Context: an optimization exercise on an open-source flow, tuned for small area, a short achievable clock period and few clock cycles per item. The choices shown serve that exercise and are no tape-out recipe.
RTL that was checked went through simulation tests only; none was proved equivalent to the original.
For run 4, only the layout was checked, not whether the RTL still works.
Power and IR drop assume default switching activity.

==> flow/design.v <==
module l21_lane (
    input  wire        clk,
    input  wire        rst,           
    input  wire        go,            
    output wire        in_ready,
    input  wire        in_valid,
    input  wire [7:0]  in_data,
    input  wire        in_last,
    input  wire        in_empty,
    input  wire        in_err,
    output wire        res_valid,
    input  wire        res_take,
    output wire        res_tag,       
    output wire [13:0] res_pay        
);
    localparam C_BLANK     = 4'd1;
    localparam C_RUNIN_NF  = 4'd2;
    localparam C_RUNIN_OOR = 4'd3;
    localparam C_SANITY    = 4'd4;
    localparam C_OOR       = 4'd5;
    localparam C_PARITY    = 4'd6;
    localparam C_NOEDGE    = 4'd7;
    localparam C_ROW       = 4'd8;
    localparam D_START = 3'd0;      
    localparam D_COUNT = 3'd1;      
    localparam D_RISE  = 3'd2;      
    localparam D_SAN   = 3'd3;      
    localparam D_DATA  = 3'd4;      
    localparam D_OK    = 3'd5;      
    localparam D_SBIG  = 3'd6;      
    localparam D_FAIL  = 3'd7;      
    reg        loading;
    reg        sv;                   
    reg [7:0]  sd;
    reg        slast, sempty, serr;
    reg [8:0]  n;                    
    reg        ovf, err, empty, ldone;
    reg [7:0]  mx;                   
    reg [7:0]  t0, t1;               
    reg [7:0]  mem [0:255];
    assign in_ready = loading;
    wire       wr      = sv && !serr && !sempty;
    wire       grow    = wr && (sd > mx);
    wire [17:0] sd461  = sd * 10'd461 + 18'd971;
    wire [18:0] sd1147 = sd * 11'd1147 + 19'd1965;
    wire [7:0]  t0_sd  = sd461[17:10];
    wire [7:0]  t1_sd  = sd1147[18:11];
    wire [7:0]  t0n    = grow ? t0_sd : t0;
    wire [7:0]  t1n    = grow ? t1_sd : t1;
    reg [8:0]  j;
    reg [2:0]  ph;
    reg        prev;
    reg [7:0]  amin;                 
    reg [7:0]  rmin;                 
    reg [3:0]  start;
    reg [3:0]  tcnt;
    reg [6:0]  stop;
    reg [3:0]  bw;
    reg [17:0] hist;                 
    reg [3:0]  cd;
    reg [3:0]  k;
    reg [1:0]  s32;                  
    reg [15:0] db;
    wire       fin   = (ph == D_OK) || (ph == D_SBIG) || (ph == D_FAIL);
    wire       proc  = (j < n) && !fin;
    wire [7:0] s     = mem[j[7:0]];
    wire       c1    = (s >= t1);
    wire       c0    = (s < t0);
    wire       b     = c1 | (!c0 & prev);
    wire       rise1 = b & !prev;
    wire       flip  = grow && ((amin < t0n) || (rmin < t1n) ||
                                (proc && b && (s < t0n)) ||
                                (proc && rise1 && (s < t1n)));
    wire [8:0] lrun  = j - {5'd0, start};                
    wire [15:0] bwm  = lrun[6:0] * 9'd77 + 16'd527;
    wire [3:0] bw_l  = bwm[12:9];                         
    wire [2:0] h     = bw[3:1];
    wire [3:0] d2    = bw - {1'b0, h};                    
    wire [4:0] d3    = {1'b0, bw} + {1'b0, d2};           
    wire       b_m2  = hist[d2 - 1'b1];
    wire       b_m3  = hist[d3 - 1'b1];
    wire [9:0] w3    = {n, 1'b0} + {1'b0, n};            
    wire [9:0] s5    = {1'b0, stop, 2'b00} + {3'b0, stop};  
    wire [10:0] s10  = {stop, 3'b000} + {3'b0, stop, 1'b0};
    wire [8:0] st20  = {start, 4'b0000} + {2'b0, start, 2'b00};
    wire       st_bad   = (st20 > n);
    wire       stop_bad = !(({1'b0, n} <= s5) && (s10 <= {1'b0, w3}));
    reg  [3:0] cause;
    always @(*) begin
        if (err || ovf)                     cause = C_ROW;
        else if (empty || mx < 8'd32)       cause = C_BLANK;
        else if (ph == D_START)             cause = C_RUNIN_NF;
        else if (ph == D_SBIG || st_bad)    cause = C_RUNIN_OOR;
        else if (ph == D_COUNT)             cause = C_RUNIN_NF;
        else if (ph == D_FAIL && tcnt != 4'd15) cause = C_RUNIN_OOR;    
        else if (stop_bad)                  cause = C_RUNIN_OOR;
        else if (ph == D_RISE)              cause = C_NOEDGE;
        else if (ph == D_SAN)               cause = C_OOR;
        else if (ph == D_FAIL)              cause = C_SANITY;
        else if (ph == D_DATA)              cause = C_OOR;
        else if (!(^db[7:0]) || !(^db[15:8])) cause = C_PARITY;
        else                                cause = 4'd0;
    end
    assign res_valid = ldone && (err || ovf || empty || fin || (j == n));
    assign res_tag   = (cause == 4'd0);
    assign res_pay   = res_tag ? {db[14:8], db[6:0]} : {10'd0, cause};
    always @(posedge clk) begin
        if (wr && !n[8])
            mem[n[7:0]] <= sd;
    end
    always @(posedge clk) begin
        if (rst || res_take) begin
            loading <= 1'b0;
            sv      <= 1'b0;
            n       <= 9'd0;
            ovf     <= 1'b0;
            err     <= 1'b0;
            empty   <= 1'b0;
            ldone   <= 1'b0;
            mx      <= 8'd0;
            t0      <= 8'd0;
            t1      <= 8'd0;
            j       <= 9'd0;
            ph      <= D_START;
            prev    <= 1'b0;
            amin    <= 8'hff;
            rmin    <= 8'hff;
        end else begin
            if (go)
                loading <= 1'b1;
            sv <= loading && in_valid;
            if (loading && in_valid) begin
                sd     <= in_data;
                slast  <= in_last;
                sempty <= in_empty;
                serr   <= in_err;
                if (in_last || in_empty || in_err)
                    loading <= 1'b0;
            end
            if (sv) begin
                if (serr)
                    err <= 1'b1;
                else if (sempty)
                    empty <= 1'b1;
                else begin
                    if (n[8])
                        ovf <= 1'b1;
                    else
                        n <= n + 1'b1;
                end
                if (serr || sempty || slast)
                    ldone <= 1'b1;
            end
            if (grow) begin
                mx <= sd;
                t0 <= t0_sd;
                t1 <= t1_sd;
            end
            if (flip) begin
                j    <= 9'd0;
                ph   <= D_START;
                prev <= 1'b0;
                amin <= 8'hff;
                rmin <= 8'hff;
            end else if (proc) begin
                j    <= j + 1'b1;
                prev <= b;
                hist <= {hist[16:0], b};
                if (b && s < amin)  amin <= s;
                if (rise1 && s < rmin) rmin <= s;
                case (ph)
                D_START: if (b) begin
                    start <= j[3:0];
                    tcnt  <= 4'd0;
                    ph    <= (j >= 9'd13) ? D_SBIG : D_COUNT;
                end
                D_COUNT: if (b != prev) begin
                    if (tcnt == 4'd12) begin
                        stop <= j[6:0];
                        bw   <= bw_l;
                        if (j > 9'd76)
                            ph <= D_FAIL;           
                        else
                            ph <= D_RISE;
                    end else
                        tcnt <= tcnt + 1'b1;
                end
                D_RISE: if (b) begin
                    s32 <= {b_m3, b_m2};
                    cd  <= {1'b0, h} - 1'b1;
                    ph  <= D_SAN;
                end
                D_SAN: if (cd == 4'd0) begin
                    if ({s32, b} != 3'b001) begin
                        tcnt <= 4'd15;              
                        ph   <= D_FAIL;
                    end else begin
                        k  <= 4'd0;
                        cd <= bw - 1'b1;
                        ph <= D_DATA;
                    end
                end else
                    cd <= cd - 1'b1;
                D_DATA: if (cd == 4'd0) begin
                    db <= {b, db[15:1]};
                    k  <= k + 1'b1;
                    cd <= bw - 1'b1;
                    if (k == 4'd15)
                        ph <= D_OK;
                end else
                    cd <= cd - 1'b1;
                default: ;
                endcase
            end
        end
    end
endmodule
module line21_batch (
    input  wire        clk,
    input  wire        rst,             
    input  wire        csr_we,
    input  wire        csr_re,
    input  wire [2:0]  csr_num,
    input  wire [9:0]  csr_wdata,
    output reg  [9:0]  csr_rdata,
    input  wire        fl_we,
    input  wire [3:0]  fl_index,
    input  wire [7:0]  fl_handle,
    input  wire        cmd_valid,
    output wire        cmd_ready,
    input  wire [1:0]  cmd_op,
    output wire [1:0]  rs_req_valid,
    input  wire [1:0]  rs_req_ready,
    output wire [15:0] rs_req_handle,
    output wire [19:0] rs_req_row,
    input  wire [1:0]  rs_valid,
    output wire [1:0]  rs_ready,
    input  wire [15:0] rs_data,
    input  wire [1:0]  rs_last,
    input  wire [1:0]  rs_empty,
    input  wire [1:0]  rs_err,
    output wire        out_valid,
    input  wire        out_ready,
    output wire [7:0]  out_data,
    output wire        out_tag,
    output wire [3:0]  out_cause,
    output wire        out_first,
    output wire        out_last
);
    localparam NMAX = 15;
    reg [7:0]  fl [0:15];
    reg [3:0]  batch_n;
    reg [9:0]  row;
    reg [1:0]  par_limit;
    reg        busy, done, row_error;
    reg [3:0]  err_index;
    reg [3:0]  next;
    reg [3:0]  disp;
    reg        beat;                    
    reg [15:0] rfull;
    reg        rtag [0:15];
    reg [13:0] rpay [0:15];
    reg [1:0]  lreq;                    
    reg [1:0]  lrun;                    
    reg [3:0]  lfidx [0:1];
    reg [7:0]  lhandle [0:1];
    wire [1:0]  go = lreq & rs_req_ready;
    wire [1:0]  l_in_ready;
    wire [1:0]  l_res_valid;
    wire [1:0]  l_res_tag;
    wire [13:0] l_res_pay [0:1];
    wire [1:0]  take = lrun & l_res_valid;
    genvar g;
    generate
        for (g = 0; g < 2; g = g + 1) begin : lane
            l21_lane u_lane (
                .clk       (clk),
                .rst       (rst),
                .go        (go[g]),
                .in_ready  (l_in_ready[g]),
                .in_valid  (rs_valid[g]),
                .in_data   (rs_data[8*g +: 8]),
                .in_last   (rs_last[g]),
                .in_empty  (rs_empty[g]),
                .in_err    (rs_err[g]),
                .res_valid (l_res_valid[g]),
                .res_take  (take[g]),
                .res_tag   (l_res_tag[g]),
                .res_pay   (l_res_pay[g])
            );
            assign rs_req_valid[g]         = lreq[g];
            assign rs_req_handle[8*g +: 8] = lhandle[g];
            assign rs_req_row[10*g +: 10]  = row;
            assign rs_ready[g]             = l_in_ready[g];
        end
    endgenerate
    wire [1:0] hold   = (lreq | lrun) & ~take;
    wire [1:0] nhold  = {1'b0, hold[0]} + {1'b0, hold[1]};
    wire       more   = busy && (disp < batch_n);
    wire       d0     = more && !hold[0] && (nhold < {1'b0, par_limit});
    wire       d1     = more && !hold[1] && !d0 && (nhold < {1'b0, par_limit});
    wire       slot_ready = busy && (next < batch_n) && rfull[next];
    wire       ntag       = rtag[next];
    wire [13:0] npay      = rpay[next];
    assign out_valid = slot_ready;
    assign out_tag   = ntag;
    assign out_data  = !ntag ? 8'd0 : beat ? {1'b0, npay[13:7]} : {1'b0, npay[6:0]};
    assign out_cause = ntag ? 4'd0 : npay[3:0];
    assign out_first = !beat;
    assign out_last  = beat && (next == batch_n - 1'b1);
    assign cmd_ready = !busy;
    wire   bstart    = cmd_valid && !busy && (cmd_op == 2'b01);
    always @(*) begin
        case (csr_num)
            3'd0:    csr_rdata = {6'd0, batch_n};
            3'd1:    csr_rdata = row;
            3'd2:    csr_rdata = {8'd0, par_limit};
            3'd3:    csr_rdata = {7'd0, row_error, done, busy};
            3'd4:    csr_rdata = {6'd0, err_index};
            3'd5:    csr_rdata = {6'd0, next};
            3'd6:    csr_rdata = {6'd0, disp};
            default: csr_rdata = 10'd0;
        endcase
    end
    wire       rerr0 = take[0] && !l_res_tag[0] && (l_res_pay[0][3:0] == 4'd8);
    wire       rerr1 = take[1] && !l_res_tag[1] && (l_res_pay[1][3:0] == 4'd8);
    wire [3:0] rerr_min = (rerr0 && rerr1) ? ((lfidx[0] < lfidx[1]) ? lfidx[0] : lfidx[1]) :
                          rerr0 ? lfidx[0] : lfidx[1];
    integer l;
    always @(posedge clk) begin
        if (rst) begin
            batch_n   <= 4'd0;
            row       <= 10'd0;
            par_limit <= 2'd2;
            busy      <= 1'b0;
            done      <= 1'b0;
            row_error <= 1'b0;
            err_index <= 4'd0;
            next      <= 4'd0;
            disp      <= 4'd0;
            beat      <= 1'b0;
            lreq      <= 2'b00;
            lrun      <= 2'b00;
            rfull     <= 16'd0;
        end else begin
            if (!busy && fl_we && fl_index != 4'd15)
                fl[fl_index] <= fl_handle;
            if (!busy && csr_we) begin
                case (csr_num)
                    3'd0: batch_n   <= (csr_wdata > NMAX) ? NMAX : csr_wdata[3:0];
                    3'd1: row       <= csr_wdata;
                    3'd2: par_limit <= (csr_wdata == 10'd1) ? 2'd1 : 2'd2;
                    default: ;
                endcase
            end
            if (bstart) begin
                busy      <= 1'b1;
                done      <= 1'b0;
                row_error <= 1'b0;
                next      <= 4'd0;
                disp      <= 4'd0;
                beat      <= 1'b0;
                rfull     <= 16'd0;
            end
            for (l = 0; l < 2; l = l + 1) begin
                if (go[l]) begin
                    lreq[l] <= 1'b0;
                    lrun[l] <= 1'b1;
                end
                if (take[l]) begin
                    lrun[l] <= 1'b0;
                    rfull[lfidx[l]] <= 1'b1;
                    rtag[lfidx[l]]  <= l_res_tag[l];
                    rpay[lfidx[l]]  <= l_res_pay[l];
                end
            end
            if (rerr0 || rerr1) begin
                row_error <= 1'b1;
                if (!row_error || rerr_min < err_index)
                    err_index <= rerr_min;
            end
            if (d0) begin
                lreq[0]    <= 1'b1;
                lfidx[0]   <= disp;
                lhandle[0] <= fl[disp];
                disp       <= disp + 1'b1;
            end
            if (d1) begin
                lreq[1]    <= 1'b1;
                lfidx[1]   <= disp;
                lhandle[1] <= fl[disp];
                disp       <= disp + 1'b1;
            end
            if (out_valid && out_ready) begin
                if (beat) begin
                    beat <= 1'b0;
                    next <= next + 1'b1;
                end else
                    beat <= 1'b1;
            end
            if (busy && next == batch_n) begin
                busy <= 1'b0;
                done <= 1'b1;
            end
        end
    end
endmodule
==> flow/run.sh <==
#!/bin/bash
# synth_recipe.tcl (not shown) runs the flow's synth.tcl, then flattens the netlist and writes it again
# the make line also repeats each setting of config.mk as NAME=value (left out here)
make -C /OpenROAD-flow-scripts/flow DESIGN_CONFIG=/design/flow/config.mk WORK_HOME=/design/flow/orfs CLKGATE_MAP_FILE= SYNTH_SCRIPT=/design/flow/synth_recipe.tcl finish
==> flow/config.mk <==
export PLATFORM = sky130hd
export DESIGN_NAME = line21_batch
export DESIGN_NICKNAME = line21_batch
export VERILOG_FILES = /design/flow/design.v
export SDC_FILE = /design/flow/constraint.sdc
export NUM_CORES = 4
export LEC_CHECK = 0
export CAP_MARGIN = 20
export CORE_MARGIN = 2
export CORE_UTILIZATION = 40
export SLEW_MARGIN = 20
==> flow/constraint.sdc <==
create_clock -name core_clock -period 14.0 [get_ports {clk}]
set_input_delay 2.8000 -clock core_clock [delete_from_list [all_inputs] [get_ports {clk}]]
set_output_delay 2.8000 -clock core_clock [all_outputs]
set_load 0.01 [all_outputs]
==> results of run 1 <==
-- flip-flops by register name, indices dropped and copies added (netlist names), 16 cells and up, named ones only --
register	flops
lane.u_lane.j	18
lane.u_lane.mem	4096
lane.u_lane.rmin	16
rpay	224
lane.u_lane.n	18
lane.u_lane.hist	36
lhandle	16
rtag	16
lane.u_lane.mx	16
rfull	16
lane.u_lane.t1	16
lane.u_lane.sd	16
lane.u_lane.amin	16
lane.u_lane.db	32
lane.u_lane.t0	16
fl	128
-- stage by stage --
stage,util,area (um^2)
finish,0.449,232000
global route,0.449,232000
CTS,0.449,232000
detailed placement,0.418,216000
global placement,0.418,216000
floorplan,-,207000
-- synthesized netlist by cell type (37+ instances only) --
library cell  number
edfxtp_1        4636
mux4_2          1373
nor2_1           892
ha_1             554
inv_1            411
clkbuf_1         403
nand2_1          369
o21ai_0          319
nand3_1          239
a21oi_1          227
dfxtp_1          208
mux2i_1          139
xnor2_1          127
fa_1             107
nor3_1            91
a21o_1            86
buf_2             85
a22oi_1           68
buf_1             63
nor2b_1           60
xor2_1            58
nand4_1           49
a31oi_1           47
nand2b_1          46
buf_4             45
o21a_1            44
nor4_1            37
-- worst max-delay path: cells and delay by family, from the launching register on --
family | cells | cell delay, ns
buffers and inverters | 3 | 1.40
DFF | 1 | 0.85
adders and majority gates | 1 | 0.30
and+or+nand+nor | 6 | 2.87
muxes | 2 | 0.84
AOI/OAI and AO/OA | 9 | 1.96
-- per-layer routing --
| metal | vias to the layer above | GRT usage | wire length (um) |
|---|---|---|---|
| li1 | 45700 | - | - |
| met1 | 56600 | 0.266 | 213000 |
| met2 | 4165 | 0.317 | 249000 |
| met3 | 803 | 0.0322 | 37600 |
| met4 | 6 | 0.0533 | 15000 |
| met5 | - | 0.00194 | 175 |
-- cell families after synthesis --
group / synth area share
AOI/OAI and AO/OA: 0.0340
xor gates and xnor gates: 0.00784
adders and majority gates: 0.0441
buffers and inverters: 0.0206
DFF: 0.693
muxes: 0.158
other: 0.0000181
and+or+nand+nor: 0.0424
-- area by class of cell --
cell class | count | area (um^2)
Sequential cell | 4844 | 143000
Fill cell | 43500 | 284000
Clock buffer | 586 | 12500
Clock inverter | 305 | 3360
Antenna cell | 7 | 17.5
Inverter | 414 | 1560
Tap cell | 6916 | 8650
Multi-Input combinational cell | 5428 | 59300
Timing Repair Buffer | 308 | 2980
-- worst min path at each step --
stage	start	to	slack, ns	depth (start not counted)
after global routing	lane[1].u_lane.hist[16]	lane[1].u_lane.hist[17]	0.44	0
after detailed placement	lane[0].u_lane.hist[16]	lane[0].u_lane.hist[17]	0.45	0
final	lane[1].u_lane.hist[16]	lane[1].u_lane.hist[17]	0.43	0
after global placement	lane[0].u_lane.hist[16]	lane[0].u_lane.hist[17]	0.44	0
after CTS	lane[1].u_lane.hist[16]	lane[1].u_lane.hist[17]	0.42	0
after floorplan	lane[0].u_lane.hist[16]	lane[0].u_lane.hist[17]	0.42	0
-- report_power, final --
part           internal, mW  leakage [nW]  total, mW  switching (mW)
combinational        0.0382          21.3     0.0928          0.0546
sequential             15.6          43.0       15.6         0.00379
clock                  7.40          7.75       13.0            5.62
total                  23.1          72.0       28.8            5.67
==> impl_metrics.toml, run 1 <==
[sta]
slew-limit-headroom = 0.164
final-setup-viol-count = 0
setup_tns_ns = 0
period_needed_ns = 8.92
worst_pin_slew_ns = 1.25
worst_slack_ns = 5.08
max_clock_freq_mhz = 112
grt_setup_unrepaired = "false"
slew_violations = 0
min_period_over_period = 0.637
timing.hold.ws_ns = 0.426
hold_violations = 0
finalClockSkew_ns = 0.150

[clock_tree]
cts_buffer_depth = 4
postCtsHoldBufs = 0
cts_buffers = 478
cts_root_buffer = "clkbuf_16"
post_cts_buffers = 0
cts_num_sinks = 4844
cts_resized = 0
cts_tree = "built"
cts.clk_slew.worst_paths_ns = 0.06
htree_levels = 5
clk_latency_ns = 1.10

[detailed_routing]
wl_per_cell_um = 27.4
drc = 0
totalWireLength_mm = 515
drt-pass1-iter-count = 6
drt_iter0_drc = 12000
viasPerCell = 5.70
vias = 107000
postRouteAntennaNets = 0

[pwr]
powerDensity_nw_per_um2 = 124
leakage_nw = 72.0
vdd_ir_drop_max_mv = 0.141
total_power_mw = 28.8

[die]
coreArea_um2 = 516000
die_area_um2 = 523000
chipWidth_um = 723
ios = 127
die_height_um = 723
initial_core_util = 0.401
num_rows = 264

[worst_setup_path]
cp-endpoint = "lane[1].u_lane.start[0]"
required_ns = 14.59
worst-path-max-fanout = 96
crit_slowest_cell = "nor4b_1"
crit_path_start_kind = "flip-flop"
reg2reg_to = "lane[1].u_lane.start[0]"
critPathKind = "reg -> reg"
r2r_slack_ns = 5.08
max_stage_delay_ns = 0.93
arrival_ns = 9.51
end_kind = "flip-flop"
reg2reg_depth = 21
crit_chain = "buf_12 -> buf_12 -> mux4_2 -> mux2i_1 -> o221ai_1 -> nor4_1 -> nor2_1 -> nand2_1 -> ha_1 -> nand2b_1 -> a21o_1 -> a21o_1 -> a211oi_1 -> o21ai_0 -> a21oi_1 -> a221oi_2 -> nand2_1 -> a211oi_1 -> o21a_1 -> buf_4 -> nor4b_1"

[logic_synthesis]
async_flop_share = 0
yosys-top-cells-area = "edfxtp_1 (67%), mux4_2 (15%), ha_1 (3.4%), dfxtp_1 (2.0%), nor2_1 (1.6%)"
yosys.area.top_type = "edfxtp_1"
synth-edff-count = 4636
synthFlopType = "edfxtp_1"
netlist_area_um2 = 207000
synth_top_area_frac = 0.673
ys_ff_latch = 4844
yosysUniqueCellTypes = 89
synthCells = 11300
synth.avg_cell_area_um2 = 18.3
synth_seq_area_share = 0.693
yosys_warnings = 6

[place]
place_inst = 17900
preCtsSetupSlack_ns = 5.01
hpwlAfterDp_mm = 317
gp_congestion = 0.833
portBuffers = 124

[finish]
fin_cells = 18800
final_cell_mix = "edfxtp_1 (4636), mux4_2 (1373), nor2_1 (890)"
area_growth_pct = 12.2
layout-drive-gt1-share = 0.199
final_common_cell = "edfxtp_1"
nNetsFinal = 12200

[run_status]
outcome = "no timing/DRC/antenna violations"

[grt]
grt_pass1_vias = 109000
grt_max_degree = 257
grt_antenna_before_repair = 27
grt.overflow.total = 0
track_usage = 0.193
grt_first_pass_wirelength_mm = 750

[hold_path]
hp-class = "reg -> reg"

[flow_run]
cap_violations = 0
Testbench counts, summed over its fixed seeds: cycles 60,832, frames 720.
==> run 2: changes to the inputs <==
--- a/flow/design.v
+++ b/flow/design.v
@@ -37,17 +37,21 @@
     reg        ovf, err, empty, ldone;
     reg [7:0]  mx;                   
     reg [7:0]  t0, t1;               
-    reg [7:0]  mem [0:255];
+    reg [1791:0] sr;                 
+    reg [8:0]  jsw;                  
     assign in_ready = loading;
     wire       wr      = sv && !serr && !sempty;
     wire       grow    = wr && (sd > mx);
+    wire       modeb   = (sd >= 8'd36) || (mx >= 8'd36);
+    wire [6:0] code    = !modeb       ? sd[6:0] :
+                         (sd < 8'd17) ? 7'd0 :
+                         (sd > 8'd142) ? 7'd127 : sd[6:0] - 7'd16;
     wire [17:0] sd461  = sd * 10'd461 + 18'd971;
     wire [18:0] sd1147 = sd * 11'd1147 + 19'd1965;
     wire [7:0]  t0_sd  = sd461[17:10];
     wire [7:0]  t1_sd  = sd1147[18:11];
-    wire [7:0]  t0n    = grow ? t0_sd : t0;
-    wire [7:0]  t1n    = grow ? t1_sd : t1;
     reg [8:0]  j;
+    reg [8:0]  lag;                  
     reg [2:0]  ph;
     reg        prev;
     reg [7:0]  amin;                 
@@ -61,16 +65,31 @@
     reg [3:0]  k;
     reg [1:0]  s32;                  
     reg [15:0] db;
+    wire       flip  = (amin < t0) || (rmin < t1);
     wire       fin   = (ph == D_OK) || (ph == D_SBIG) || (ph == D_FAIL);
-    wire       proc  = (j < n) && !fin;
-    wire [7:0] s     = mem[j[7:0]];
+    wire       wr_ok = wr && !n[8];
+    wire       dend  = fin || (j == n);
+    wire       drain = ldone && !dend && !flip && !(err || ovf || empty);
+    wire       sh    = wr_ok || drain;
+    wire       direct = lag[8];
+    wire [223:0] taps;                
+    genvar q;
+    generate
+        for (q = 0; q < 32; q = q + 1) begin : tp
+            assign taps[7*q +: 7] = sr[56*q + 49 +: 7];
+        end
+    endgenerate
+    wire [6:0] tapc  = taps[7*lag[7:3] +: 7];
+    wire [7:0] tapv  = (j < jsw)        ? {1'b0, tapc} :
+                       (tapc == 7'd0)   ? 8'd0 :
+                       (tapc == 7'd127) ? 8'd255 : {1'b0, tapc} + 8'd16;
+    wire       vis   = direct ? wr_ok : (sh && (lag[2:0] == 3'b111));
+    wire       proc  = vis && (j < n || direct) && !fin;
+    wire [7:0] s     = direct ? sd : tapv;
     wire       c1    = (s >= t1);
     wire       c0    = (s < t0);
     wire       b     = c1 | (!c0 & prev);
     wire       rise1 = b & !prev;
-    wire       flip  = grow && ((amin < t0n) || (rmin < t1n) ||
-                                (proc && b && (s < t0n)) ||
-                                (proc && rise1 && (s < t1n)));
     wire [8:0] lrun  = j - {5'd0, start};                
     wire [15:0] bwm  = lrun[6:0] * 9'd77 + 16'd527;
     wire [3:0] bw_l  = bwm[12:9];                         
@@ -101,12 +120,12 @@
         else if (!(^db[7:0]) || !(^db[15:8])) cause = C_PARITY;
         else                                cause = 4'd0;
     end
-    assign res_valid = ldone && (err || ovf || empty || fin || (j == n));
+    assign res_valid = ldone && (err || ovf || empty || (mx < 8'd32) || (dend && !flip));
     assign res_tag   = (cause == 4'd0);
     assign res_pay   = res_tag ? {db[14:8], db[6:0]} : {10'd0, cause};
     always @(posedge clk) begin
-        if (wr && !n[8])
-            mem[n[7:0]] <= sd;
+        if (sh)
+            sr <= {sr[1784:0], code};
     end
     always @(posedge clk) begin
         if (rst || res_take) begin
@@ -121,6 +140,8 @@
             t0      <= 8'd0;
             t1      <= 8'd0;
             j       <= 9'd0;
+            lag     <= 9'h1ff;
+            jsw     <= 9'h100;
             ph      <= D_START;
             prev    <= 1'b0;
             amin    <= 8'hff;
@@ -151,6 +172,8 @@
                 if (serr || sempty || slast)
                     ldone <= 1'b1;
             end
+            if (wr_ok && modeb && jsw[8])
+                jsw <= n;
             if (grow) begin
                 mx <= sd;
                 t0 <= t0_sd;
@@ -158,11 +181,16 @@
             end
             if (flip) begin
                 j    <= 9'd0;
+                lag  <= n - !wr_ok;
                 ph   <= D_START;
                 prev <= 1'b0;
                 amin <= 8'hff;
                 rmin <= 8'hff;
-            end else if (proc) begin
+            end else begin
+                if (sh && !proc && !direct)
+                    lag <= lag + 1'b1;
+            end
+            if (!flip && proc) begin
                 j    <= j + 1'b1;
                 prev <= b;
                 hist <= {hist[16:0], b};
@@ -248,6 +276,8 @@
     output wire        out_last
 );
     localparam NMAX = 15;
+    localparam RD   = 4;                
+    localparam RB   = 2;
     reg [7:0]  fl [0:15];
     reg [3:0]  batch_n;
     reg [9:0]  row;
@@ -257,9 +287,9 @@
     reg [3:0]  next;
     reg [3:0]  disp;
     reg        beat;                    
-    reg [15:0] rfull;
-    reg        rtag [0:15];
-    reg [13:0] rpay [0:15];
+    reg [RD-1:0] rfull;
+    reg        rtag [0:RD-1];
+    reg [13:0] rpay [0:RD-1];
     reg [1:0]  lreq;                    
     reg [1:0]  lrun;                    
     reg [3:0]  lfidx [0:1];
@@ -296,12 +326,14 @@
     endgenerate
     wire [1:0] hold   = (lreq | lrun) & ~take;
     wire [1:0] nhold  = {1'b0, hold[0]} + {1'b0, hold[1]};
-    wire       more   = busy && (disp < batch_n);
+    wire [3:0] ahead  = disp - next;
+    wire       more   = busy && (disp < batch_n) && (ahead < RD);
     wire       d0     = more && !hold[0] && (nhold < {1'b0, par_limit});
     wire       d1     = more && !hold[1] && !d0 && (nhold < {1'b0, par_limit});
-    wire       slot_ready = busy && (next < batch_n) && rfull[next];
-    wire       ntag       = rtag[next];
-    wire [13:0] npay      = rpay[next];
+    wire [RB-1:0] nslot   = next[RB-1:0];
+    wire       slot_ready = busy && (next < batch_n) && rfull[nslot];
+    wire       ntag       = rtag[nslot];
+    wire [13:0] npay      = rpay[nslot];
     assign out_valid = slot_ready;
     assign out_tag   = ntag;
     assign out_data  = !ntag ? 8'd0 : beat ? {1'b0, npay[13:7]} : {1'b0, npay[6:0]};
@@ -341,7 +373,7 @@
             beat      <= 1'b0;
             lreq      <= 2'b00;
             lrun      <= 2'b00;
-            rfull     <= 16'd0;
+            rfull     <= {RD{1'b0}};
         end else begin
             if (!busy && fl_we && fl_index != 4'd15)
                 fl[fl_index] <= fl_handle;
@@ -360,7 +392,7 @@
                 next      <= 4'd0;
                 disp      <= 4'd0;
                 beat      <= 1'b0;
-                rfull     <= 16'd0;
+                rfull     <= {RD{1'b0}};
             end
             for (l = 0; l < 2; l = l + 1) begin
                 if (go[l]) begin
@@ -369,9 +401,9 @@
                 end
                 if (take[l]) begin
                     lrun[l] <= 1'b0;
-                    rfull[lfidx[l]] <= 1'b1;
-                    rtag[lfidx[l]]  <= l_res_tag[l];
-                    rpay[lfidx[l]]  <= l_res_pay[l];
+                    rfull[lfidx[l][RB-1:0]] <= 1'b1;
+                    rtag[lfidx[l][RB-1:0]]  <= l_res_tag[l];
+                    rpay[lfidx[l][RB-1:0]]  <= l_res_pay[l];
                 end
             end
             if (rerr0 || rerr1) begin
@@ -395,6 +427,7 @@
                 if (beat) begin
                     beat <= 1'b0;
                     next <= next + 1'b1;
+                    rfull[nslot] <= 1'b0;
                 end else
                     beat <= 1'b1;
             end
==> impl_metrics.toml, run 2 <==
[run_status]
outcome = "no timing/DRC/antenna violations"

[place]
hpwlAfterDp_mm = 154
preCtsSetupSlack_ns = 5.79
portBuffers = 124
place_inst = 12800
gp_congestion = 0.839

[worst_setup_path]
max_stage_delay_ns = 0.75
crit_slowest_cell = "nor2b_1"
required_ns = 11.20
cp-endpoint = "csr_rdata[4]"
regToRegStartpoint = "lane[1].u_lane.lag[3]"
cp-startpoint = "csr_num[0]"
critPathKind = "in -> out"
reg2reg_to = "lane[1].u_lane.k[2]"
r2r_slack_ns = 6.21
crit_chain = "clkdlybuf4s50_1 -> nor2b_1 -> nor2b_1 -> and2_1 -> clkdlybuf4s50_1"
worst-path-max-fanout = 11
reg2reg_depth = 20
end_kind = "output port"
arrival_ns = 5.32
crit_path_start_kind = "input port"

[flow_run]
cap_violations = 0

[sta]
final-setup-viol-count = 0
min_period_over_period = 0.580
hold_violations = 0
worst_slack_ns = 5.88
setup_tns_ns = 0
slew_violations = 0
grt_setup_unrepaired = "false"
slew-limit-headroom = 0.279
period_needed_ns = 8.12
max_clock_freq_mhz = 123
finalClockSkew_ns = 0.107
worst_pin_slew_ns = 1.08

[logic_synthesis]
yosysUniqueCellTypes = 90
synth_top_area_frac = 0.778
synth.avg_cell_area_um2 = 19.7
async_flop_share = 0
ys_ff_latch = 4160
yosys-top-cells-area = "edfxtp_1 (78%), ha_1 (4.7%), mux4_2 (3.0%), dfxtp_1 (2.8%), fa_1 (1.4%)"
synth_seq_area_share = 0.807
synthCells = 7718
netlist_top_cells_count = "edfxtp_1 (3944), ha_1 (569), inv_1 (432), nor2_1 (317), nand2_1 (254)"
netlist_area_um2 = 152000
yosys.area.top_type = "edfxtp_1"
synth-edff-count = 3944
post-synth-top-count-cell = "edfxtp_1"
yosys_warnings = 6
synthFlopType = "edfxtp_1"

[clock_tree]
cts_resized = 0
htree_levels = 5
post_cts_buffers = 0
cts_root_buffer = "clkbuf_16"
cts_buffers = 408
cts_num_sinks = 4160
clk_latency_ns = 0.94
cts_tree = "built"
cts_buffer_depth = 4
cts.clk_slew.worst_paths_ns = 0.06
postCtsHoldBufs = 0

[die]
num_rows = 226
die_height_um = 621
coreArea_um2 = 379000
initial_core_util = 0.402
chipWidth_um = 621
ios = 127
die_area_um2 = 385000

[finish]
layout-drive-gt1-share = 0.121
final_common_cell = "edfxtp_1"
area_growth_pct = 13.9
final_cell_mix = "edfxtp_1 (3944), ha_1 (560), inv_1 (422)"
fin_cells = 13600
utilization = 0.457
largest_reg_flops = 3584
fill_cells = 31700
regArea_um2 = 123000
nNetsFinal = 8929
multi_input_area_um2 = 27400

[pwr]
vdd_ir_drop_max_mv = 0.120
powerDensity_nw_per_um2 = 139
total_power_mw = 24.2
leakage_nw = 58.2

[grt]
track_usage = 0.131
grt_pass1_vias = 67100
grt_first_pass_wirelength_mm = 395
grt_antenna_before_repair = 9
grt.overflow.total = 0
grt_max_degree = 234

[detailed_routing]
postRouteAntennaNets = 0
drt-pass1-iter-count = 6
totalWireLength_mm = 257
vias = 66700
drc = 0
viasPerCell = 4.92
wl_per_cell_um = 19.0
drt_iter0_drc = 6104

[hold_path]
hp-class = "reg -> reg"
-- run 2: stage by stage --
step           hold slack [ns]  area (um^2)
2_1_floorplan            0.400       153000
3_3_place_gp             0.400       160000
3_5_place_dp             0.405       160000
4_1_cts                  0.321       173000
5_1_grt                  0.343       173000
6_report                 0.340       173000
-- run 2: critical path: cells and delay by family --
family | cells | cell delay [ns]
buf+inv | 2 | 1.25
simple gates | 3 | 1.25
-- run 2: worst min path at each step --
stage / startpoint / endpoint / slack [ns] / cells after the start
after global placement: lane[0].u_lane.sr[1131] / lane[0].u_lane.sr[1138] / 0.40 / 0
after CTS: lane[0].u_lane.sr[1390] / lane[0].u_lane.sr[1397] / 0.32 / 0
after global routing: lane[0].u_lane.sr[1390] / lane[0].u_lane.sr[1397] / 0.34 / 0
after detailed placement: lane[0].u_lane.sr[1028] / lane[0].u_lane.sr[1035] / 0.40 / 0
final: lane[0].u_lane.sr[1390] / lane[0].u_lane.sr[1397] / 0.34 / 0
after floorplan: lane[0].u_lane.sr[993] / lane[0].u_lane.sr[1000] / 0.40 / 0
-- run 2: where the power goes --
group / internal, mW / switching (mW)
combinational: 0.0346 / 0.0514
clock: 6.08 / 4.59
sequential: 13.4 / 0.00484
total: 19.5 / 4.64
-- run 2: final cells by class --
type,instances,area share
clock inverter,254,0.0143
inverter,438,0.00967
multi-input combinational,2978,0.158
tap,5016,0.0362
timing repair buffer,206,0.0116
sequential,4160,0.709
clock buffer,496,0.0617
antenna,4,0.0000578
-- run 2: cell families after synthesis --
logic type | after synthesis | synth area share
flip-flops | 4160 | 0.807
AND/OR/NAND/NOR | 1028 | 0.0324
adder cells (fa/ha/maj) | 677 | 0.0610
AO/OA/AOI/OAI | 674 | 0.0286
buffers and inverters | 588 | 0.0153
multiplexers | 366 | 0.0430
XOR/XNOR | 224 | 0.0129
other | 1 | 0.0000246
-- run 2: layer usage --
layer  wire, um  up-vias  global-route usage  part of all wire
met5          0        -                   0                 0
met4       5840        0              0.0354             0.023
met3      10700      410              0.0213             0.042
met2     118000     1312               0.202              0.46
met1     122000    34200               0.193              0.48
li1           -    30700                   -                 -
Testbench counts of run 2, summed over its fixed seeds: cycles 61,085, frames 720.
==> run 3: changes to the inputs <==
--- a/flow/design.v
+++ b/flow/design.v
@@ -52,6 +52,10 @@
     wire [7:0]  t1_sd  = sd1147[18:11];
     reg [8:0]  j;
     reg [8:0]  lag;                  
+    reg [8:0]  jf;                   
+    reg        fv;                   
+    reg [7:0]  fs;
+    reg        fc1, fc0;             
     reg [2:0]  ph;
     reg        prev;
     reg [7:0]  amin;                 
@@ -80,14 +84,14 @@
         end
     endgenerate
     wire [6:0] tapc  = taps[7*lag[7:3] +: 7];
-    wire [7:0] tapv  = (j < jsw)        ? {1'b0, tapc} :
+    wire [7:0] tapv  = (jf < jsw)       ? {1'b0, tapc} :
                        (tapc == 7'd0)   ? 8'd0 :
                        (tapc == 7'd127) ? 8'd255 : {1'b0, tapc} + 8'd16;
-    wire       vis   = direct ? wr_ok : (sh && (lag[2:0] == 3'b111));
-    wire       proc  = vis && (j < n || direct) && !fin;
-    wire [7:0] s     = direct ? sd : tapv;
-    wire       c1    = (s >= t1);
-    wire       c0    = (s < t0);
+    wire       fetch = !direct && sh && (lag[2:0] == 3'b111) && (jf < n) && !flip;
+    wire       proc  = (direct ? wr_ok : fv) && !fin;
+    wire [7:0] s     = direct ? sd : fs;
+    wire       c1    = direct ? (sd >= t1) : fc1;
+    wire       c0    = direct ? (sd < t0) : fc0;
     wire       b     = c1 | (!c0 & prev);
     wire       rise1 = b & !prev;
     wire [8:0] lrun  = j - {5'd0, start};                
@@ -141,6 +145,8 @@
             t1      <= 8'd0;
             j       <= 9'd0;
             lag     <= 9'h1ff;
+            jf      <= 9'd0;
+            fv      <= 1'b0;
             jsw     <= 9'h100;
             ph      <= D_START;
             prev    <= 1'b0;
@@ -179,15 +185,23 @@
                 t0 <= t0_sd;
                 t1 <= t1_sd;
             end
+            fv <= fetch;
+            if (fetch) begin
+                fs  <= tapv;
+                fc1 <= (tapv >= t1);
+                fc0 <= (tapv < t0);
+                jf  <= jf + 1'b1;
+            end
             if (flip) begin
                 j    <= 9'd0;
+                jf   <= 9'd0;
                 lag  <= n - !wr_ok;
                 ph   <= D_START;
                 prev <= 1'b0;
                 amin <= 8'hff;
                 rmin <= 8'hff;
             end else begin
-                if (sh && !proc && !direct)
+                if (sh && !fetch && !direct)
                     lag <= lag + 1'b1;
             end
             if (!flip && proc) begin
==> impl_metrics.toml, run 3 <==
[sta]
slew_violations = 0
worst_pin_slew_ns = 1.15
hold_violations = 0
setup_tns_ns = 0
period_needed_ns = 7.73
slew-limit-headroom = 0.232
min_period_over_period = 0.552
finalClockSkew_ns = 0.105
max_clock_freq_mhz = 129
final-setup-viol-count = 0
grt_setup_unrepaired = "false"

[die]
coreArea_um2 = 383000
chipWidth_um = 625
initial_core_util = 0.403
num_rows = 227
die_area_um2 = 390000
ios = 127
die_height_um = 625

[finish]
regArea_um2 = 124000
multi_input_area_um2 = 28200
final_cell_mix = "edfxtp_1 (3964), ha_1 (601), inv_1 (440)"
final_common_cell = "edfxtp_1"
layout-drive-gt1-share = 0.118
largest_reg_flops = 3584
nNetsFinal = 9118
area_growth_pct = 13.8
fill_cells = 31900

[place]
hpwlAfterDp_mm = 152
portBuffers = 124
gp_congestion = 0.835

[clock_tree]
cts_root_buffer = "clkbuf_16"
cts_buffers = 409
post_cts_buffers = 0
cts_tree = "built"
cts.clk_slew.worst_paths_ns = 0.06
htree_levels = 5
cts_buffer_depth = 4
cts_resized = 0
postCtsHoldBufs = 0
clk_latency_ns = 0.97
cts_num_sinks = 4200

[logic_synthesis]
post-synth-top-count-cell = "edfxtp_1"
yosysUniqueCellTypes = 88
synth_seq_area_share = 0.803
synthAdderAreaFrac = 0.0628
yosys-top-cells-area = "edfxtp_1 (77%), ha_1 (4.9%), mux4_2 (3.1%), dfxtp_1 (3.1%), fa_1 (1.4%)"
synthFlopType = "edfxtp_1"
async_flop_share = 0
synth_top_family_by_area = "adder cells"
netlist_area_um2 = 154000
yosys_warnings = 6
synth_top_area_frac = 0.772
yosys.area.top_type = "edfxtp_1"
synthCells = 7880
synth-edff-count = 3964
yosys-mux-area-fraction = 0.0411
synth_compound_area_frac = 0.0325
synth_simple_gate_area_frac = 0.0320
netlist_top_cells_count = "edfxtp_1 (3964), ha_1 (602), inv_1 (442), nor2_1 (299), dfxtp_1 (236)"
ys_ff_latch = 4200
yosys.area_share.xor_xnor = 0.0135
synth.avg_cell_area_um2 = 19.6

[pwr]
leakage_nw = 54.0
powerDensity_nw_per_um2 = 140
total_power_mw = 24.5
vdd_ir_drop_max_mv = 0.130

[detailed_routing]
drt_iter0_drc = 6225
viasPerCell = 4.95
drt-pass1-iter-count = 6
wl_per_cell_um = 18.7
vias = 68100
drc = 0
totalWireLength_mm = 257
postRouteAntennaNets = 0

[hold_path]
hp-class = "reg -> reg"

[grt]
grt.overflow.total = 0
grt_first_pass_wirelength_mm = 400
grt_antenna_before_repair = 2
grt_max_degree = 212
grt_pass1_vias = 68300
track_usage = 0.129

[flow_run]
cap_violations = 0

[worst_setup_path]
worst-path-max-fanout = 12
end_kind = "output port"
critPathKind = "in -> out"
required_ns = 11.20
crit_path_start_kind = "input port"
arrival_ns = 4.93

[run_status]
outcome = "no timing/DRC/antenna violations"
run 3: cell count changes after synthesis, sizes merged, moves of 16 or more:
cell    previous run  this run
dfxtp            216       236
mux2i             84       107
o21a              34        57
edfxtp          3944      3964
ha               569       602
nor2             317       299
xor2              67        83
a21o              70       113
nand2            254       201
mux2              65        37
nand2b            35        53
run 3: worst paths after layout:
path	end	slack, ns	start	cells past startpoint
hold reg to reg	lane[1].u_lane.sr[120]	0.36	lane[1].u_lane.sr[113]	0
setup / recovery	csr_rdata[1]	6.27	csr_num[2]	6
setup reg to reg	err_index[2]	7.51	lane[0].u_lane.stop[0]	22
hold / removal	lane[1].u_lane.sr[120]	0.36	lane[1].u_lane.sr[113]	0
run 3: final cells by class:
cell class                 instances  area share
sequential                      4200       0.705
multi-input combinational       3078       0.161
antenna                            3   0.0000428
clock buffer                     495      0.0612
clock inverter                   264      0.0154
inverter                         445     0.00952
tap                             5038      0.0359
timing repair buffer             215      0.0118
run 3: power by group:
part           total, mW  internal, mW  switching, mW
combinational     0.0886        0.0365         0.0521
clock               10.9          6.22           4.64
sequential          13.5          13.5        0.00412
run 3: per-layer routing:
metal | part of all wire | up-vias | track usage | wire [um]
met5 | 0 | - | 0 | 0
met4 | 0.022 | 0 | 0.0342 | 5610
met3 | 0.045 | 388 | 0.0208 | 11400
met2 | 0.45 | 1370 | 0.195 | 115000
met1 | 0.48 | 34900 | 0.194 | 124000
li1 | - | 31400 | - | -
run 3: stage by stage:
step | hold WS, ns | worst slack [ns] | cell area, um^2 | cells | utilization
floorplan | 0.400 | -41.07 | 154000 | 7888 | -
global placement | 0.400 | 6.25 | 162000 | 13000 | 0.423
detailed placement | 0.405 | 6.28 | 162000 | 13000 | 0.423
CTS | 0.337 | 6.27 | 175000 | 13700 | 0.458
global route | 0.352 | 6.16 | 175000 | 13700 | 0.458
finish | 0.360 | 6.27 | 175000 | 13700 | 0.458
run 3: kinds of logic after synthesis:
| group | after synthesis |
|---|---|
| compound gates | 762 |
| xor+xnor | 237 |
| fa+ha+maj | 709 |
| buf+inv | 610 |
| flops | 4200 |
| mux | 359 |
| other cells | 1 |
| simple gates | 1002 |
run 3: critical path, cell delays in order:
cell	delay [ns]
clkdlybuf4s50_1	0.63
nor2b_1	0.26
a221oi_1	0.31
a21oi_1	0.08
a311o_1	0.36
clkdlybuf4s50_1	0.48
Testbench counts of run 3, summed over its fixed seeds: cycles 61,182, frames 720.
==> run 4: changes to the inputs <==
--- a/flow/design.v
+++ b/flow/design.v
@@ -46,10 +46,339 @@
     wire [6:0] code    = !modeb       ? sd[6:0] :
                          (sd < 8'd17) ? 7'd0 :
                          (sd > 8'd142) ? 7'd127 : sd[6:0] - 7'd16;
-    wire [17:0] sd461  = sd * 10'd461 + 18'd971;
-    wire [18:0] sd1147 = sd * 11'd1147 + 19'd1965;
-    wire [7:0]  t0_sd  = sd461[17:10];
-    wire [7:0]  t1_sd  = sd1147[18:11];
+    function [15:0] thr(input [7:0] x);
+        case (x)
+        8'd0: thr = {8'd0, 8'd0};
+        8'd1: thr = {8'd1, 8'd1};
+        8'd2: thr = {8'd2, 8'd1};
+        8'd3: thr = {8'd2, 8'd2};
+        8'd4: thr = {8'd3, 8'd2};
+        8'd5: thr = {8'd3, 8'd3};
+        8'd6: thr = {8'd4, 8'd3};
+        8'd7: thr = {8'd4, 8'd4};
+        8'd8: thr = {8'd5, 8'd4};
+        8'd9: thr = {8'd6, 8'd5};
+        8'd10: thr = {8'd6, 8'd5};
+        8'd11: thr = {8'd7, 8'd5};
+        8'd12: thr = {8'd7, 8'd6};
+        8'd13: thr = {8'd8, 8'd6};
+        8'd14: thr = {8'd8, 8'd7};
+        8'd15: thr = {8'd9, 8'd7};
+        8'd16: thr = {8'd9, 8'd8};
+        8'd17: thr = {8'd10, 8'd8};
+        8'd18: thr = {8'd11, 8'd9};
+        8'd19: thr = {8'd11, 8'd9};
+        8'd20: thr = {8'd12, 8'd9};
+        8'd21: thr = {8'd12, 8'd10};
+        8'd22: thr = {8'd13, 8'd10};
+        8'd23: thr = {8'd13, 8'd11};
+        8'd24: thr = {8'd14, 8'd11};
+        8'd25: thr = {8'd14, 8'd12};
+        8'd26: thr = {8'd15, 8'd12};
+        8'd27: thr = {8'd16, 8'd13};
+        8'd28: thr = {8'd16, 8'd13};
+        8'd29: thr = {8'd17, 8'd14};
+        8'd30: thr = {8'd17, 8'd14};
+        8'd31: thr = {8'd18, 8'd14};
+        8'd32: thr = {8'd18, 8'd15};
+        8'd33: thr = {8'd19, 8'd15};
+        8'd34: thr = {8'd20, 8'd16};
+        8'd35: thr = {8'd20, 8'd16};
+        8'd36: thr = {8'd21, 8'd17};
+        8'd37: thr = {8'd21, 8'd17};
+        8'd38: thr = {8'd22, 8'd18};
+        8'd39: thr = {8'd22, 8'd18};
+        8'd40: thr = {8'd23, 8'd18};
+        8'd41: thr = {8'd23, 8'd19};
+        8'd42: thr = {8'd24, 8'd19};
+        8'd43: thr = {8'd25, 8'd20};
+        8'd44: thr = {8'd25, 8'd20};
+        8'd45: thr = {8'd26, 8'd21};
+        8'd46: thr = {8'd26, 8'd21};
+        8'd47: thr = {8'd27, 8'd22};
+        8'd48: thr = {8'd27, 8'd22};
+        8'd49: thr = {8'd28, 8'd23};
+        8'd50: thr = {8'd28, 8'd23};
+        8'd51: thr = {8'd29, 8'd23};
+        8'd52: thr = {8'd30, 8'd24};
+        8'd53: thr = {8'd30, 8'd24};
+        8'd54: thr = {8'd31, 8'd25};
+        8'd55: thr = {8'd31, 8'd25};
+        8'd56: thr = {8'd32, 8'd26};
+        8'd57: thr = {8'd32, 8'd26};
+        8'd58: thr = {8'd33, 8'd27};
+        8'd59: thr = {8'd34, 8'd27};
+        8'd60: thr = {8'd34, 8'd27};
+        8'd61: thr = {8'd35, 8'd28};
+        8'd62: thr = {8'd35, 8'd28};
+        8'd63: thr = {8'd36, 8'd29};
+        8'd64: thr = {8'd36, 8'd29};
+        8'd65: thr = {8'd37, 8'd30};
+        8'd66: thr = {8'd37, 8'd30};
+        8'd67: thr = {8'd38, 8'd31};
+        8'd68: thr = {8'd39, 8'd31};
+        8'd69: thr = {8'd39, 8'd32};
+        8'd70: thr = {8'd40, 8'd32};
+        8'd71: thr = {8'd40, 8'd32};
+        8'd72: thr = {8'd41, 8'd33};
+        8'd73: thr = {8'd41, 8'd33};
+        8'd74: thr = {8'd42, 8'd34};
+        8'd75: thr = {8'd42, 8'd34};
+        8'd76: thr = {8'd43, 8'd35};
+        8'd77: thr = {8'd44, 8'd35};
+        8'd78: thr = {8'd44, 8'd36};
+        8'd79: thr = {8'd45, 8'd36};
+        8'd80: thr = {8'd45, 8'd36};
+        8'd81: thr = {8'd46, 8'd37};
+        8'd82: thr = {8'd46, 8'd37};
+        8'd83: thr = {8'd47, 8'd38};
+        8'd84: thr = {8'd48, 8'd38};
+        8'd85: thr = {8'd48, 8'd39};
+        8'd86: thr = {8'd49, 8'd39};
+        8'd87: thr = {8'd49, 8'd40};
+        8'd88: thr = {8'd50, 8'd40};
+        8'd89: thr = {8'd50, 8'd41};
+        8'd90: thr = {8'd51, 8'd41};
+        8'd91: thr = {8'd51, 8'd41};
+        8'd92: thr = {8'd52, 8'd42};
+        8'd93: thr = {8'd53, 8'd42};
+        8'd94: thr = {8'd53, 8'd43};
+        8'd95: thr = {8'd54, 8'd43};
+        8'd96: thr = {8'd54, 8'd44};
+        8'd97: thr = {8'd55, 8'd44};
+        8'd98: thr = {8'd55, 8'd45};
+        8'd99: thr = {8'd56, 8'd45};
+        8'd100: thr = {8'd56, 8'd45};
+        8'd101: thr = {8'd57, 8'd46};
+        8'd102: thr = {8'd58, 8'd46};
+        8'd103: thr = {8'd58, 8'd47};
+        8'd104: thr = {8'd59, 8'd47};
+        8'd105: thr = {8'd59, 8'd48};
+        8'd106: thr = {8'd60, 8'd48};
+        8'd107: thr = {8'd60, 8'd49};
+        8'd108: thr = {8'd61, 8'd49};
+        8'd109: thr = {8'd62, 8'd50};
+        8'd110: thr = {8'd62, 8'd50};
+        8'd111: thr = {8'd63, 8'd50};
+        8'd112: thr = {8'd63, 8'd51};
+        8'd113: thr = {8'd64, 8'd51};
+        8'd114: thr = {8'd64, 8'd52};
+        8'd115: thr = {8'd65, 8'd52};
+        8'd116: thr = {8'd65, 8'd53};
+        8'd117: thr = {8'd66, 8'd53};
+        8'd118: thr = {8'd67, 8'd54};
+        8'd119: thr = {8'd67, 8'd54};
+        8'd120: thr = {8'd68, 8'd54};
+        8'd121: thr = {8'd68, 8'd55};
+        8'd122: thr = {8'd69, 8'd55};
+        8'd123: thr = {8'd69, 8'd56};
+        8'd124: thr = {8'd70, 8'd56};
+        8'd125: thr = {8'd70, 8'd57};
+        8'd126: thr = {8'd71, 8'd57};
+        8'd127: thr = {8'd72, 8'd58};
+        8'd128: thr = {8'd72, 8'd58};
+        8'd129: thr = {8'd73, 8'd59};
+        8'd130: thr = {8'd73, 8'd59};
+        8'd131: thr = {8'd74, 8'd59};
+        8'd132: thr = {8'd74, 8'd60};
+        8'd133: thr = {8'd75, 8'd60};
+        8'd134: thr = {8'd76, 8'd61};
+        8'd135: thr = {8'd76, 8'd61};
+        8'd136: thr = {8'd77, 8'd62};
+        8'd137: thr = {8'd77, 8'd62};
+        8'd138: thr = {8'd78, 8'd63};
+        8'd139: thr = {8'd78, 8'd63};
+        8'd140: thr = {8'd79, 8'd63};
+        8'd141: thr = {8'd79, 8'd64};
+        8'd142: thr = {8'd80, 8'd64};
+        8'd143: thr = {8'd81, 8'd65};
+        8'd144: thr = {8'd81, 8'd65};
+        8'd145: thr = {8'd82, 8'd66};
+        8'd146: thr = {8'd82, 8'd66};
+        8'd147: thr = {8'd83, 8'd67};
+        8'd148: thr = {8'd83, 8'd67};
+        8'd149: thr = {8'd84, 8'd68};
+        8'd150: thr = {8'd84, 8'd68};
+        8'd151: thr = {8'd85, 8'd68};
+        8'd152: thr = {8'd86, 8'd69};
+        8'd153: thr = {8'd86, 8'd69};
+        8'd154: thr = {8'd87, 8'd70};
+        8'd155: thr = {8'd87, 8'd70};
+        8'd156: thr = {8'd88, 8'd71};
+        8'd157: thr = {8'd88, 8'd71};
+        8'd158: thr = {8'd89, 8'd72};
+        8'd159: thr = {8'd90, 8'd72};
+        8'd160: thr = {8'd90, 8'd72};
+        8'd161: thr = {8'd91, 8'd73};
+        8'd162: thr = {8'd91, 8'd73};
+        8'd163: thr = {8'd92, 8'd74};
+        8'd164: thr = {8'd92, 8'd74};
+        8'd165: thr = {8'd93, 8'd75};
+        8'd166: thr = {8'd93, 8'd75};
+        8'd167: thr = {8'd94, 8'd76};
+        8'd168: thr = {8'd95, 8'd76};
+        8'd169: thr = {8'd95, 8'd77};
+        8'd170: thr = {8'd96, 8'd77};
+        8'd171: thr = {8'd96, 8'd77};
+        8'd172: thr = {8'd97, 8'd78};
+        8'd173: thr = {8'd97, 8'd78};
+        8'd174: thr = {8'd98, 8'd79};
+        8'd175: thr = {8'd98, 8'd79};
+        8'd176: thr = {8'd99, 8'd80};
+        8'd177: thr = {8'd100, 8'd80};
+        8'd178: thr = {8'd100, 8'd81};
+        8'd179: thr = {8'd101, 8'd81};
+        8'd180: thr = {8'd101, 8'd81};
+        8'd181: thr = {8'd102, 8'd82};
+        8'd182: thr = {8'd102, 8'd82};
+        8'd183: thr = {8'd103, 8'd83};
+        8'd184: thr = {8'd104, 8'd83};
+        8'd185: thr = {8'd104, 8'd84};
+        8'd186: thr = {8'd105, 8'd84};
+        8'd187: thr = {8'd105, 8'd85};
+        8'd188: thr = {8'd106, 8'd85};
+        8'd189: thr = {8'd106, 8'd86};
+        8'd190: thr = {8'd107, 8'd86};
+        8'd191: thr = {8'd107, 8'd86};
+        8'd192: thr = {8'd108, 8'd87};
+        8'd193: thr = {8'd109, 8'd87};
+        8'd194: thr = {8'd109, 8'd88};
+        8'd195: thr = {8'd110, 8'd88};
+        8'd196: thr = {8'd110, 8'd89};
+        8'd197: thr = {8'd111, 8'd89};
+        8'd198: thr = {8'd111, 8'd90};
+        8'd199: thr = {8'd112, 8'd90};
+        8'd200: thr = {8'd112, 8'd90};
+        8'd201: thr = {8'd113, 8'd91};
+        8'd202: thr = {8'd114, 8'd91};
+        8'd203: thr = {8'd114, 8'd92};
+        8'd204: thr = {8'd115, 8'd92};
+        8'd205: thr = {8'd115, 8'd93};
+        8'd206: thr = {8'd116, 8'd93};
+        8'd207: thr = {8'd116, 8'd94};
+        8'd208: thr = {8'd117, 8'd94};
+        8'd209: thr = {8'd118, 8'd95};
+        8'd210: thr = {8'd118, 8'd95};
+        8'd211: thr = {8'd119, 8'd95};
+        8'd212: thr = {8'd119, 8'd96};
+        8'd213: thr = {8'd120, 8'd96};
+        8'd214: thr = {8'd120, 8'd97};
+        8'd215: thr = {8'd121, 8'd97};
+        8'd216: thr = {8'd121, 8'd98};
+        8'd217: thr = {8'd122, 8'd98};
+        8'd218: thr = {8'd123, 8'd99};
+        8'd219: thr = {8'd123, 8'd99};
+        8'd220: thr = {8'd124, 8'd99};
+        8'd221: thr = {8'd124, 8'd100};
+        8'd222: thr = {8'd125, 8'd100};
+        8'd223: thr = {8'd125, 8'd101};
+        8'd224: thr = {8'd126, 8'd101};
+        8'd225: thr = {8'd126, 8'd102};
+        8'd226: thr = {8'd127, 8'd102};
+        8'd227: thr = {8'd128, 8'd103};
+        8'd228: thr = {8'd128, 8'd103};
+        8'd229: thr = {8'd129, 8'd104};
+        8'd230: thr = {8'd129, 8'd104};
+        8'd231: thr = {8'd130, 8'd104};
+        8'd232: thr = {8'd130, 8'd105};
+        8'd233: thr = {8'd131, 8'd105};
+        8'd234: thr = {8'd132, 8'd106};
+        8'd235: thr = {8'd132, 8'd106};
+        8'd236: thr = {8'd133, 8'd107};
+        8'd237: thr = {8'd133, 8'd107};
+        8'd238: thr = {8'd134, 8'd108};
+        8'd239: thr = {8'd134, 8'd108};
+        8'd240: thr = {8'd135, 8'd108};
+        8'd241: thr = {8'd135, 8'd109};
+        8'd242: thr = {8'd136, 8'd109};
+        8'd243: thr = {8'd137, 8'd110};
+        8'd244: thr = {8'd137, 8'd110};
+        8'd245: thr = {8'd138, 8'd111};
+        8'd246: thr = {8'd138, 8'd111};
+        8'd247: thr = {8'd139, 8'd112};
+        8'd248: thr = {8'd139, 8'd112};
+        8'd249: thr = {8'd140, 8'd113};
+        8'd250: thr = {8'd140, 8'd113};
+        8'd251: thr = {8'd141, 8'd113};
+        8'd252: thr = {8'd142, 8'd114};
+        8'd253: thr = {8'd142, 8'd114};
+        8'd254: thr = {8'd143, 8'd115};
+        8'd255: thr = {8'd143, 8'd115};
+        default: thr = 16'd0;
+        endcase
+    endfunction
+    function [3:0] bwt(input [6:0] l);
+        case (l)
+        7'd13: bwt = 4'd2;
+        7'd14: bwt = 4'd3;
+        7'd15: bwt = 4'd3;
+        7'd16: bwt = 4'd3;
+        7'd17: bwt = 4'd3;
+        7'd18: bwt = 4'd3;
+        7'd19: bwt = 4'd3;
+        7'd20: bwt = 4'd4;
+        7'd21: bwt = 4'd4;
+        7'd22: bwt = 4'd4;
+        7'd23: bwt = 4'd4;
+        7'd24: bwt = 4'd4;
+        7'd25: bwt = 4'd4;
+        7'd26: bwt = 4'd4;
+        7'd27: bwt = 4'd5;
+        7'd28: bwt = 4'd5;
+        7'd29: bwt = 4'd5;
+        7'd30: bwt = 4'd5;
+        7'd31: bwt = 4'd5;
+        7'd32: bwt = 4'd5;
+        7'd33: bwt = 4'd5;
+        7'd34: bwt = 4'd6;
+        7'd35: bwt = 4'd6;
+        7'd36: bwt = 4'd6;
+        7'd37: bwt = 4'd6;
+        7'd38: bwt = 4'd6;
+        7'd39: bwt = 4'd6;
+        7'd40: bwt = 4'd7;
+        7'd41: bwt = 4'd7;
+        7'd42: bwt = 4'd7;
+        7'd43: bwt = 4'd7;
+        7'd44: bwt = 4'd7;
+        7'd45: bwt = 4'd7;
+        7'd46: bwt = 4'd7;
+        7'd47: bwt = 4'd8;
+        7'd48: bwt = 4'd8;
+        7'd49: bwt = 4'd8;
+        7'd50: bwt = 4'd8;
+        7'd51: bwt = 4'd8;
+        7'd52: bwt = 4'd8;
+        7'd53: bwt = 4'd9;
+        7'd54: bwt = 4'd9;
+        7'd55: bwt = 4'd9;
+        7'd56: bwt = 4'd9;
+        7'd57: bwt = 4'd9;
+        7'd58: bwt = 4'd9;
+        7'd59: bwt = 4'd9;
+        7'd60: bwt = 4'd10;
+        7'd61: bwt = 4'd10;
+        7'd62: bwt = 4'd10;
+        7'd63: bwt = 4'd10;
+        7'd64: bwt = 4'd10;
+        7'd65: bwt = 4'd10;
+        7'd66: bwt = 4'd10;
+        7'd67: bwt = 4'd11;
+        7'd68: bwt = 4'd11;
+        7'd69: bwt = 4'd11;
+        7'd70: bwt = 4'd11;
+        7'd71: bwt = 4'd11;
+        7'd72: bwt = 4'd11;
+        7'd73: bwt = 4'd12;
+        7'd74: bwt = 4'd12;
+        7'd75: bwt = 4'd12;
+        7'd76: bwt = 4'd12;
+        default: bwt = 4'd0;
+        endcase
+    endfunction
+    wire [15:0] thr_sd = thr(sd);
+    wire [7:0]  t0_sd  = thr_sd[7:0];
+    wire [7:0]  t1_sd  = thr_sd[15:8];
     reg [8:0]  j;
     reg [8:0]  lag;                  
     reg [8:0]  jf;                   
@@ -95,8 +424,7 @@
     wire       b     = c1 | (!c0 & prev);
     wire       rise1 = b & !prev;
     wire [8:0] lrun  = j - {5'd0, start};                
-    wire [15:0] bwm  = lrun[6:0] * 9'd77 + 16'd527;
-    wire [3:0] bw_l  = bwm[12:9];                         
+    wire [3:0] bw_l  = bwt(lrun[6:0]);                   
     wire [2:0] h     = bw[3:1];
     wire [3:0] d2    = bw - {1'b0, h};                    
     wire [4:0] d3    = {1'b0, bw} + {1'b0, d2};           
==> flow/flow/run.sh (new file) <==
#!/bin/bash
# The standard layout (standard synthesis, floorplan, placement, CTS,
# routing, finish) with a larger setup margin for ORFS's repair_timing, so
# that the resizer keeps improving paths that already meet the 14 ns clock.
# The clock, constraints and every other setting are the standard flow's own.
set -euo pipefail
bash standard.sh SETUP_SLACK_MARGIN=7.6 finish > standard_flow.log 2>&1
==> flow/standard.sh (new file) <==
#!/bin/bash
# synth_recipe.tcl (not shown) runs the flow's synth.tcl, then flattens the netlist and writes it again
# the make line also repeats each setting of config.mk as NAME=value (left out here)
make -C /OpenROAD-flow-scripts/flow DESIGN_CONFIG=/design/flow/config.mk WORK_HOME=/design/flow/orfs CLKGATE_MAP_FILE= SYNTH_SCRIPT=/design/flow/synth_recipe.tcl "${@:-finish}"
removed: flow/run.sh
==> impl_metrics.toml, run 4 <==
[run_status]
outcome = "no timing/DRC/antenna violations"

[detailed_routing]
viasPerCell = 5.10
drt_iter0_drc = 7221
vias = 69800
wl_per_cell_um = 19.1
totalWireLength_mm = 261
postRouteAntennaNets = 0
drc = 0
drt-pass1-iter-count = 6

[sta]
hold_violations = 0
slew-limit-headroom = 0.253
worst_pin_slew_ns = 1.12
finalClockSkew_ns = 0.0615
period_needed_ns = 6.51
max_clock_freq_mhz = 154
grt_setup_unrepaired = "true"
final-setup-viol-count = 0
slew_violations = 0
min_period_over_period = 0.465
setup_tns_ns = 0

[worst_setup_path]
crit_path_start_kind = "input port"
reg2reg_to = "lane[1].u_lane.sr[1228]"
max_stage_delay_ns = 0.31
critPathKind = "in -> out"
reg2reg_depth = 10
r2r_slack_ns = 8.23
worst-path-max-fanout = 7
end_kind = "output port"
arrival_ns = 3.71
crit_slowest_cell = "mux2_4"
crit_buf_inv = 2
crit_chain = "buf_12 -> mux2_4 -> a221oi_4 -> a21oi_2 -> buf_2"
required_ns = 11.20
critPathTopFamily = "compound AO/OA/AOI/OAI gates"
regToRegStartpoint = "lane[1].u_lane.ph[1]"

[clock_tree]
cts_num_sinks = 4198
cts_tree = "built"
cts_buffers = 396
cts.clk_slew.worst_paths_ns = 0.06
cts_buffer_depth = 4
clk_latency_ns = 0.90
cts_root_buffer = "clkbuf_16"
htree_levels = 5

[finish]
final_common_cell = "edfxtp_1"
nNetsFinal = 8781
fill_cells = 31800
final_cell_mix = "edfxtp_1 (3964), clkbuf_16 (399), nor2_1 (378)"
largest_reg_flops = 3584
area_growth_pct = 13.4
regArea_um2 = 124000
multi_input_area_um2 = 26000
fin_cells = 13700
layout-drive-gt1-share = 0.119

[die]
die_area_um2 = 384000
die_height_um = 620
ios = 127
chipWidth_um = 620
coreArea_um2 = 378000
initial_core_util = 0.401
num_rows = 226

[grt]
grt_antenna_before_repair = 6
track_usage = 0.132
grt_pass1_vias = 68600
grt_first_pass_wirelength_mm = 404
grt.overflow.total = 0
grt_max_degree = 219

[logic_synthesis]
yosysUniqueCellTypes = 95
post-synth-top-count-cell = "edfxtp_1"
synthCells = 7954
synth-edff-count = 3964
synth_top_area_frac = 0.785
async_flop_share = 0
yosys-top-cells-area = "edfxtp_1 (78%), mux4_2 (3.3%), ha_1 (3.1%), dfxtp_1 (3.1%), nor2_1 (0.94%)"
ys_ff_latch = 4198
synth_seq_area_share = 0.816
netlist_top_cells_count = "edfxtp_1 (3964), nor2_1 (381), ha_1 (378), nand2_1 (309), a21oi_1 (282)"
synthFlopType = "edfxtp_1"
yosys_warnings = 6
synth.avg_cell_area_um2 = 19.1
netlist_area_um2 = 152000
yosys.area.top_type = "edfxtp_1"

[place]
gp_congestion = 0.841
hpwlAfterDp_mm = 152
portBuffers = 124
place_inst = 12900

[hold_path]
hold_depth = 0
hold-path-endpoint = "lane[0].u_lane.sr[252]"
hp-class = "reg -> reg"
holdCritStartpoint = "lane[0].u_lane.sr[245]"

[flow_run]
cap_violations = 0

[pwr]
vdd_ir_drop_max_mv = 0.109
leakage_nw = 55.9
powerDensity_nw_per_um2 = 139
## run 4: cell count changes in the layout (fill, tap and decap cells not counted), sizes merged, moves of 43 or more
cell,delta
a21oi,+65
nand2,+108
xnor2,-43
inv,-171
o21ai,+78
nor2,+82
ha,-224
fa,-95
## run 4: worst max-delay path by stage
stage | from | endpoint | slack, ns | cells after the start
6_report | csr_num[1] | csr_rdata[2] | 7.49 | 5
5_1_grt | csr_num[1] | csr_rdata[2] | 7.45 | 5
4_1_cts | csr_num[1] | csr_rdata[1] | 7.49 | 5
3_5_place_dp | csr_num[1] | csr_rdata[7] | 6.18 | 5
3_3_place_gp | csr_num[1] | csr_rdata[6] | 6.18 | 5
2_1_floorplan | lane[0].u_lane.t1[7] | lane[0].u_lane.sr[0] | -16.90 | 8
## run 4: area by class of cell
| cell class | count | area share |
|---|---|---|
| antenna | 7 | 0.000102 |
| clock buffer | 502 | 0.0612 |
| clock inverter | 218 | 0.0118 |
| inverter | 271 | 0.00592 |
| multi-input combinational | 3220 | 0.151 |
| sequential | 4198 | 0.720 |
| tap | 5016 | 0.0365 |
| timing repair buffer | 244 | 0.0137 |
## run 4: logic make-up (layout without fill, tap and decap cells)
family	Yosys count	count (layout)	synth area share
multiplexers	369	369	0.0431
adder cells (fa/ha/maj)	390	390	0.0328
XOR/XNOR	183	183	0.0106
AO/OA/AOI/OAI	1038	1038	0.0450
other	1	16	0.0000247
flip-flops	4198	4198	0.816
buffers and inverters	544	1235	0.0143
AND/OR/NAND/NOR	1231	1231	0.0387
## run 4: routing by layer
metal	wire length, um	track usage	part of all wire	vias up
met4	6380	0.0379	0.024	6
met5	40	0	0.00015	-
met1	124000	0.200	0.47	35600
met2	117000	0.196	0.45	1870
li1	-	-	-	31900
met3	14300	0.0246	0.055	480
## run 4: power by group
part           total [mW]  switching, mW  leakage (nW)  internal (mW)
sequential           13.5        0.00443          37.4           13.5
combinational      0.0816         0.0469          12.4         0.0346
clock                10.4           4.49          6.13           5.87
total                24.0           4.54          55.9           19.4
## run 4: stage by stage
step                area [um^2]  setup slack, ns  utilization  power (mW)  hold WS [ns]
finish                   172000             7.49        0.455        24.0         0.383
global route             172000             7.45        0.455        24.8         0.381
CTS                      172000             7.49        0.454        24.3         0.379
detailed placement       159000             6.18        0.421        13.9         0.405
global placement         159000             6.18        0.420        13.9         0.400
floorplan                152000           -16.90            -        13.8         0.400
## run 4: timing repair
| item | CTS | global route |
|---|---|---|
| hold buffers | 0 | 0 |
| pin swaps | 2 | 1 |
| resized for setup | 88 | 9 |
| setup buffers | 14 | 2 |
| hold endpoints to repair | 0 | 0 |
| endpoints found under the setup margin | 11 | 10 |

==> port drivers added, routing unchanged <==
How much do the figures lean on ideal ports? The routed layouts below were timed once more, with nothing changed but the port constraints.
Step 1 assumes that a clkbuf_16 drives the clock port and a buf_2 every other input.
Step 2 moves the port delays by t, midway between the first and last clock arrival at a register: inputs arrive t later, outputs are due t later. That takes back most of the time a late clock gives input paths.
a / b / c = ideal / step 1 / step 2; a / b = the first two.
run	shift t [ns]	setup WS [ns]	worst setup path at the end	slew at the worst register clock pin (ns)	worst slew at a driven data input, ns
run 1	1.127	5.085 / 5.085 / 5.085	register to register	0.07 / 0.07	0.27
run 2	0.996	5.885 / 5.764 / 5.764	input to output	0.07 / 0.07	0.15
run 3	1.021	6.268 / 6.248 / 6.248	input to output	0.07 / 0.07	0.08
run 4	0.981	7.491 / 7.429 / 7.429	input to output	0.07 / 0.07	0.10
After both steps every run listed still meets setup and hold. The setup slack of run 2, which loses most, moves by -0.121 ns with the drivers and by -0.121 ns with both steps.
